This design comes from an exercise in tuning for small area, a short achievable clock period and few clock cycles on the open sky130 flow, not from production work.
At most, simulation tests tie the RTL to the original design; equivalence was not proved.
Power is estimated from default activity; no workload was simulated.

// dci_serializer
module dci_serializer (
    input  wire        clk,
    input  wire        rst,         
    input  wire        cmd_valid,
    output wire        cmd_ready,
    input  wire [31:0] cmd_data,
    input  wire [3:0]  rd_idx,
    output reg  [31:0] rd_data,
    output reg         done
);
==> flow/config.mk <==
export PLATFORM = sky130hd
export DESIGN_NAME = dci_serializer
export DESIGN_NICKNAME = dci_serializer
export VERILOG_FILES = /design/flow/design.v
export SDC_FILE = /design/flow/constraint.sdc
export NUM_CORES = 4
export LEC_CHECK = 0
export CAP_MARGIN = 20
export CORE_MARGIN = 2
export CORE_UTILIZATION = 30
export CTS_BUF_LIST = sky130_fd_sc_hd__clkbuf_4
export PLACE_DENSITY = 0.45
export SLEW_MARGIN = 20
==> flow/constraint.sdc <==
create_clock -name core_clock -period 14.0 [get_ports {clk}]
set_input_delay 2.8000 -clock core_clock [delete_from_list [all_inputs] [get_ports {clk}]]
set_output_delay 2.8000 -clock core_clock [all_outputs]
set_load 0.01 [all_outputs]
standard.sh (not shown) runs the stock make flow with config.mk's settings and CLKGATE_MAP_FILE= SYNTH_SCRIPT=/design/flow/synth_recipe.tcl, a recipe that flattens the netlist after the stock synthesis.
==> flow/flow/run.sh <==
#!/bin/bash
# The standard layout, with repair_timing asked for 6.5 ns of setup slack and
# sky130_fd_sc_hd__buf_2 as the port buffer (every port still gets one).
# The clock, its period and the I/O constraints are the standard flow's, unchanged.
set -euo pipefail
bash standard.sh SETUP_SLACK_MARGIN=6.5 "BUFFER_PORTS_ARGS=-buffer_cell sky130_fd_sc_hd__buf_2" finish > make_finish.log 2>&1
Testbench counts at the start, summed over its fixed seeds: cycles 15,871.
Then changed:
CTS_BUF_LIST = default   (was sky130_fd_sc_hd__clkbuf_4)
CTS_CLUSTER_DIAMETER = 90   (was default)
CTS_CLUSTER_SIZE = 30   (was default)
The new run passed the timing, design-rule and antenna checks; global-route usage falls by 0.47 points; cell area falls by a few percent; core utilization falls by 0.69 points; power falls by a little under a tenth; combinational power is about the same; via count falls by a few percent; die area is unchanged; fmax rises slightly; first-iteration DRC count barely changes; area after synthesis does not change; final cell count falls by a few percent.
Then changed:
==> flow/flow/run.sh (replaced) <==
#!/bin/bash
# The standard layout, with repair_timing asked for 8 ns of setup slack
# (the clock, its period and the I/O constraints are the standard flow's, unchanged).
set -euo pipefail
bash standard.sh SETUP_SLACK_MARGIN=8 finish > make_finish.log 2>&1
CTS_CLUSTER_DIAMETER = default   (was 90)
CTS_CLUSTER_SIZE = default   (was 30)
=>
- The new run completed with no timing, DRC or antenna violations
- clock power came out higher by 53%
- combinational power climbs by 12%
- die area does not change
- clock-buffer cell count climbs by 39
- global-route usage climbs by 1.5 points
- worst hold slack gets worse by 9.4 ps
- power grows by 20%
- core utilization came out higher by 4.3 points
- sequential power barely changes
- via count increases by 5.0%
- sequential cell count stays the same
Then changed:
==> flow/flow/run.sh (replaced) <==
#!/bin/bash
# The standard layout, with repair_timing asked for 7.0 ns of setup slack and
# sky130_fd_sc_hd__buf_2 as the port buffer (every port still gets one).
# The clock, its period and the I/O constraints are the standard flow's, unchanged.
set -euo pipefail
bash standard.sh SETUP_SLACK_MARGIN=7.0 "BUFFER_PORTS_ARGS=-buffer_cell sky130_fd_sc_hd__buf_2" finish > make_finish.log 2>&1
- clock-buffer cell count goes up by 3
- setup slack is better by 120 ps
- clock power barely changes
- final area goes down by 6.0%
- via count goes down by about 3%
- critical path depth goes down by 1
- register-to-register slack is worse by 520 ps
- synthesized area does not change
- power goes down by 0.93%

Another version of the RTL of dci_serializer (not shown whole).
For scale: ~2500 cells after synthesis, roughly 400 flip-flops, about 24000 um^2 of cells after synthesis.
export LEC_CHECK = 0
export CAP_MARGIN = 20
export CORE_MARGIN = 2
export CORE_UTILIZATION = 30
export CTS_CLUSTER_DIAMETER = 90
export CTS_CLUSTER_SIZE = 30
export PLACE_DENSITY = 0.45
export SLEW_MARGIN = 20
create_clock -name core_clock -period 14.0 [get_ports {clk}]
==> flow/flow/run.sh <==
#!/bin/bash
# The standard layout, with repair_timing asked for 7.0 ns of setup slack and
# sky130_fd_sc_hd__buf_2 as the port buffer (every port still gets one).
# The clock, its period and the I/O constraints are the standard flow's, unchanged.
set -euo pipefail
bash standard.sh SETUP_SLACK_MARGIN=7.0 "BUFFER_PORTS_ARGS=-buffer_cell sky130_fd_sc_hd__buf_2" finish > make_finish.log 2>&1
The baseline finished clean.
Rerun with:
==> flow/flow/run.sh (replaced) <==
#!/bin/bash
# The standard layout, with repair_timing asked for 6.5 ns of setup slack and
# sky130_fd_sc_hd__buf_2 as the port buffer (every port still gets one).
# The clock, its period and the I/O constraints are the standard flow's, unchanged.
set -euo pipefail
bash standard.sh SETUP_SLACK_MARGIN=6.5 "BUFFER_PORTS_ARGS=-buffer_cell sky130_fd_sc_hd__buf_2" finish > make_finish.log 2>&1
Effect: The changed run passed the timing, design-rule and antenna checks; flip-flop and latch count is unchanged; die area is unchanged; clock skew rises by 17 ps; setup slack loses 470 ps; area after synthesis does not change; final area falls by 2.3%; global-route usage falls by 0.60 points; final cell count falls by 0.84%; wire length falls by 2.8%.
No run of this note included a check of the RTL's function; only the layout flow was run.

run A:
dci_serializer with an RTL version that a note above also has.
For scale: ~2800 cells after synthesis, roughly 400 flip-flops, ~24000 sq um of cells after synthesis.
==> flow/design.v (excerpt) <==
module dci_serializer (
    input  wire        clk,
    input  wire        rst,         
    input  wire        cmd_valid,
    output wire        cmd_ready,
    input  wire [31:0] cmd_data,
    input  wire [3:0]  rd_idx,
    output reg  [31:0] rd_data,
    output reg         done
);
clock: 14.0 ns
lec_check: 0
cap_margin: 20
core_margin: 2
core_utilization: 30
cts_buf_list: sky130_fd_sc_hd__clkbuf_8
place_density: 0.45
slew_margin: 20
==> flow/flow/run.sh <==
#!/bin/bash
# The standard layout, with repair_timing asked for 6.5 ns of setup slack and
# sky130_fd_sc_hd__buf_2 as the port buffer (every port still gets one).
# The clock, its period and the I/O constraints are the standard flow's, unchanged.
set -euo pipefail
bash standard.sh SETUP_SLACK_MARGIN=6.5 "BUFFER_PORTS_ARGS=-buffer_cell sky130_fd_sc_hd__buf_2" finish > make_finish.log 2>&1
Testbench counts of run A, summed over its fixed seeds: cycles 15,871.
Inputs modified between run A and run B:
# run A
export LEC_CHECK = 0
export CAP_MARGIN = 20
export CORE_MARGIN = 2
export CORE_UTILIZATION = 30
export CTS_BUF_LIST = sky130_fd_sc_hd__clkbuf_8
export PLACE_DENSITY = 0.45
export SLEW_MARGIN = 20
create_clock -name core_clock -period 14.0 [get_ports {clk}]
# run B
export LEC_CHECK = 0
export CAP_MARGIN = 20
export CORE_MARGIN = 2
export CORE_UTILIZATION = 30
export PLACE_DENSITY = 0.45
export SLEW_MARGIN = 20
create_clock -name core_clock -period 14.0 [get_ports {clk}]
==> flow/run.sh (new file) <==
#!/bin/bash
# synth_recipe.tcl (not shown) runs the flow's synth.tcl, then flattens the netlist and writes it again
# the make line also repeats each setting of config.mk as NAME=value (left out here)
make -C /OpenROAD-flow-scripts/flow DESIGN_CONFIG=/design/flow/config.mk WORK_HOME=/design/flow/orfs CLKGATE_MAP_FILE= SYNTH_SCRIPT=/design/flow/synth_recipe.tcl finish
removed: flow/flow/run.sh
removed: flow/standard.sh
### Flow results
After detailed routing, run A needs more wire than run B.
Summary — critical path depth, run B relative to run A: higher, by 3.
Summary of run B over run A: combinational group power shows no meaningful change, fraction of the core area covered by cells at the end of the flow shows an increase of 0.48 points.
Relative to run B, the following input files were edited for run C:
==> flow/flow/run.sh (new file) <==
#!/bin/bash
# The standard layout, with repair_timing asked for 6.5 ns of setup slack and
# sky130_fd_sc_hd__buf_4 as the port buffer (every port still gets one).
# The clock, its period and the I/O constraints are the standard flow's, unchanged.
set -euo pipefail
bash standard.sh SETUP_SLACK_MARGIN=6.5 "BUFFER_PORTS_ARGS=-buffer_cell sky130_fd_sc_hd__buf_4" finish > make_finish.log 2>&1
==> flow/standard.sh (new file) <==
#!/bin/bash
# synth_recipe.tcl (not shown) runs the flow's synth.tcl, then flattens the netlist and writes it again
# the make line also repeats each setting of config.mk as NAME=value (left out here)
make -C /OpenROAD-flow-scripts/flow DESIGN_CONFIG=/design/flow/config.mk WORK_HOME=/design/flow/orfs CLKGATE_MAP_FILE= SYNTH_SCRIPT=/design/flow/synth_recipe.tcl "${@:-finish}"
removed: flow/run.sh
### Flow results
- Per the final summary, run C finished and its layout is clean on timing, DRC and antenna.
- Between run B and run C, the clock power share is higher for run B.
- For the placed cell area, run C came in 0.94% lower than run B did.
- Lower largest fanout on the critical path was reported by run B, not run C.
- Between run B and run C, worst endpoint data arrival time is lower for run C, run B comes in above that.
- Compared with run B, in run C via count moved down; fraction of area in registers moved up.
- Taking run B as the reference, in run C post-route core utilization went down by 0.20 points; routed wire length was more or less identical; number of fill cells in the layout went up by 94.
## Diff of input files: run D against run C
==> flow/flow/run.sh <==
#!/bin/bash
# The standard layout, with repair_timing asked for 6.5 ns of setup slack and
# sky130_fd_sc_hd__buf_2 as the port buffer (every port still gets one).
# The clock, its period and the I/O constraints are the standard flow's, unchanged.
set -euo pipefail
bash standard.sh SETUP_SLACK_MARGIN=6.5 "BUFFER_PORTS_ARGS=-buffer_cell sky130_fd_sc_hd__buf_2" finish > make_finish.log 2>&1
## What came out
- On total wire length after detailed routing, run C and run D are neck and neck.
- Going from run C to run D, final-layout worst hold slack grows by 3.2 ps.
- Min setup slack across run C and run D: run C
- In the tables for run C and run D, maximum resistive drop on vdd reads higher with run D.
- Run D and run C ended up with roughly the same number of filler instances in the final layout.
- Fraction of the core area covered by cells at the end of the flow (run D over run C): decrease, 0.29 points
- | non-clock buffer count | run D vs run C | 0.78% higher |
- Comparing weighted congestion reported at the end of routability-driven placement for run C and run D, the bigger number came from run C.
- For fraction of met3 tracks used by global routing, run C and run D come out practically identical.
- Run D vs run C, layout cell share with drive strength beyond 1 went down by 0.31 points.
- For cell count, run D and run C come out practically identical.

== v7 ==
dci_serializer, a different RTL version from the one above (not shown whole).
For scale: ~2500 cells after synthesis, about 23000 um^2 of cells after synthesis.
==> flow/design.v (excerpt) <==
module dci_serializer (
    input  wire        clk,
    input  wire        rst,         
    input  wire        cmd_valid,
    output wire        cmd_ready,
    input  wire [31:0] cmd_data,
    input  wire [3:0]  rd_idx,
    output reg  [31:0] rd_data,
    output reg         done
);
Settings: LEC_CHECK=0, CAP_MARGIN=20, CORE_MARGIN=2, CORE_UTILIZATION=30, CTS_CLUSTER_DIAMETER=90, CTS_CLUSTER_SIZE=30, PLACE_DENSITY=0.45, SLEW_MARGIN=20; clock period 14.0 ns.
==> flow/flow/run.sh <==
#!/bin/bash
# The standard layout, with repair_timing asked for 6.5 ns of setup slack and
# sky130_fd_sc_hd__buf_1 as the port buffer (every port still gets one).
# The clock, its period and the I/O constraints are the standard flow's, unchanged.
set -euo pipefail
bash standard.sh SETUP_SLACK_MARGIN=6.5 "BUFFER_PORTS_ARGS=-buffer_cell sky130_fd_sc_hd__buf_1" finish > make_finish.log 2>&1
Modified inputs, v29 compared to v7
==> flow/flow/run.sh <==
#!/bin/bash
# The standard layout, with repair_timing asked for 6.5 ns of setup slack and
# sky130_fd_sc_hd__buf_2 as the port buffer (every port still gets one).
# The clock, its period and the I/O constraints are the standard flow's, unchanged.
set -euo pipefail
bash standard.sh SETUP_SLACK_MARGIN=6.5 "BUFFER_PORTS_ARGS=-buffer_cell sky130_fd_sc_hd__buf_2" finish > make_finish.log 2>&1
--- a/flow/config.mk
+++ b/flow/config.mk
@@ -11,2 +11,2 @@
-export CTS_CLUSTER_DIAMETER = 90
-export CTS_CLUSTER_SIZE = 30
+export CTS_CLUSTER_DIAMETER = 75
+export CTS_CLUSTER_SIZE = 25
## What came out
- For v7, the launching element of the worst setup path was rd_idx[1], unlike v29, where it was rd_idx[3].
- Per the comparison of v29 with v7, sequential share of layout area lost 0.36 points, clock slew at the register clock pins of the worst setup and hold paths neither gained nor lost much, highest ir drop seen on vdd picked up an extra 13%, setup slack lost 31 ps.
No functional check of the RTL was part of any run of this note.

## port drivers added, routing unchanged
No port has a modelled driver above. Below, the same layouts with a new extraction and two added sets of constraints.
Step 1 assumes that a clkbuf_16 drives the clock port and a buf_2 every other input.
Step 2, shift: input delay + t, output delay - t, t = (earliest + latest rising clock arrival at the registers) / 2. This alone moves slack from input paths to output paths.
Slacks: ideal / step 1 / step 2; pairs: ideal / step 1.
run	t (ns)	slack for setup (ns)	worst slew at a driven data input, ns	cell pins on the clock port's net
the first run of note 1	0.992	6.536 / 6.502 / 6.502	0.05	1
the second run of note 1	0.666	6.589 / 6.560 / 6.560	0.05	1
the third run of note 1	0.664	6.615 / 6.557 / 6.557	0.07	1
the fourth run of note 1	0.672	6.734 / 6.677 / 6.677	0.07	1
the first run of note 2	0.649	7.010 / 6.863 / 6.863	0.21	1
the second run of note 2	0.660	6.542 / 6.510 / 6.510	0.12	1
run A	0.745	6.580 / 6.554 / 6.554	0.05	1
run B	0.649	5.271 / 5.233 / 5.233	0.06	1
run C	0.674	6.546 / 6.519 / 6.519	0.06	1
run D	0.667	6.582 / 6.556 / 6.556	0.05	1
v7	0.653	6.575 / 6.545 / 6.545	0.07	1
v29	0.688	6.543 / 6.501 / 6.501	0.08	1
After both steps every run listed still meets setup and hold. For the first run of note 2, which loses most, drivers alone change the setup slack by -0.147 ns; drivers and shift together by -0.147 ns.
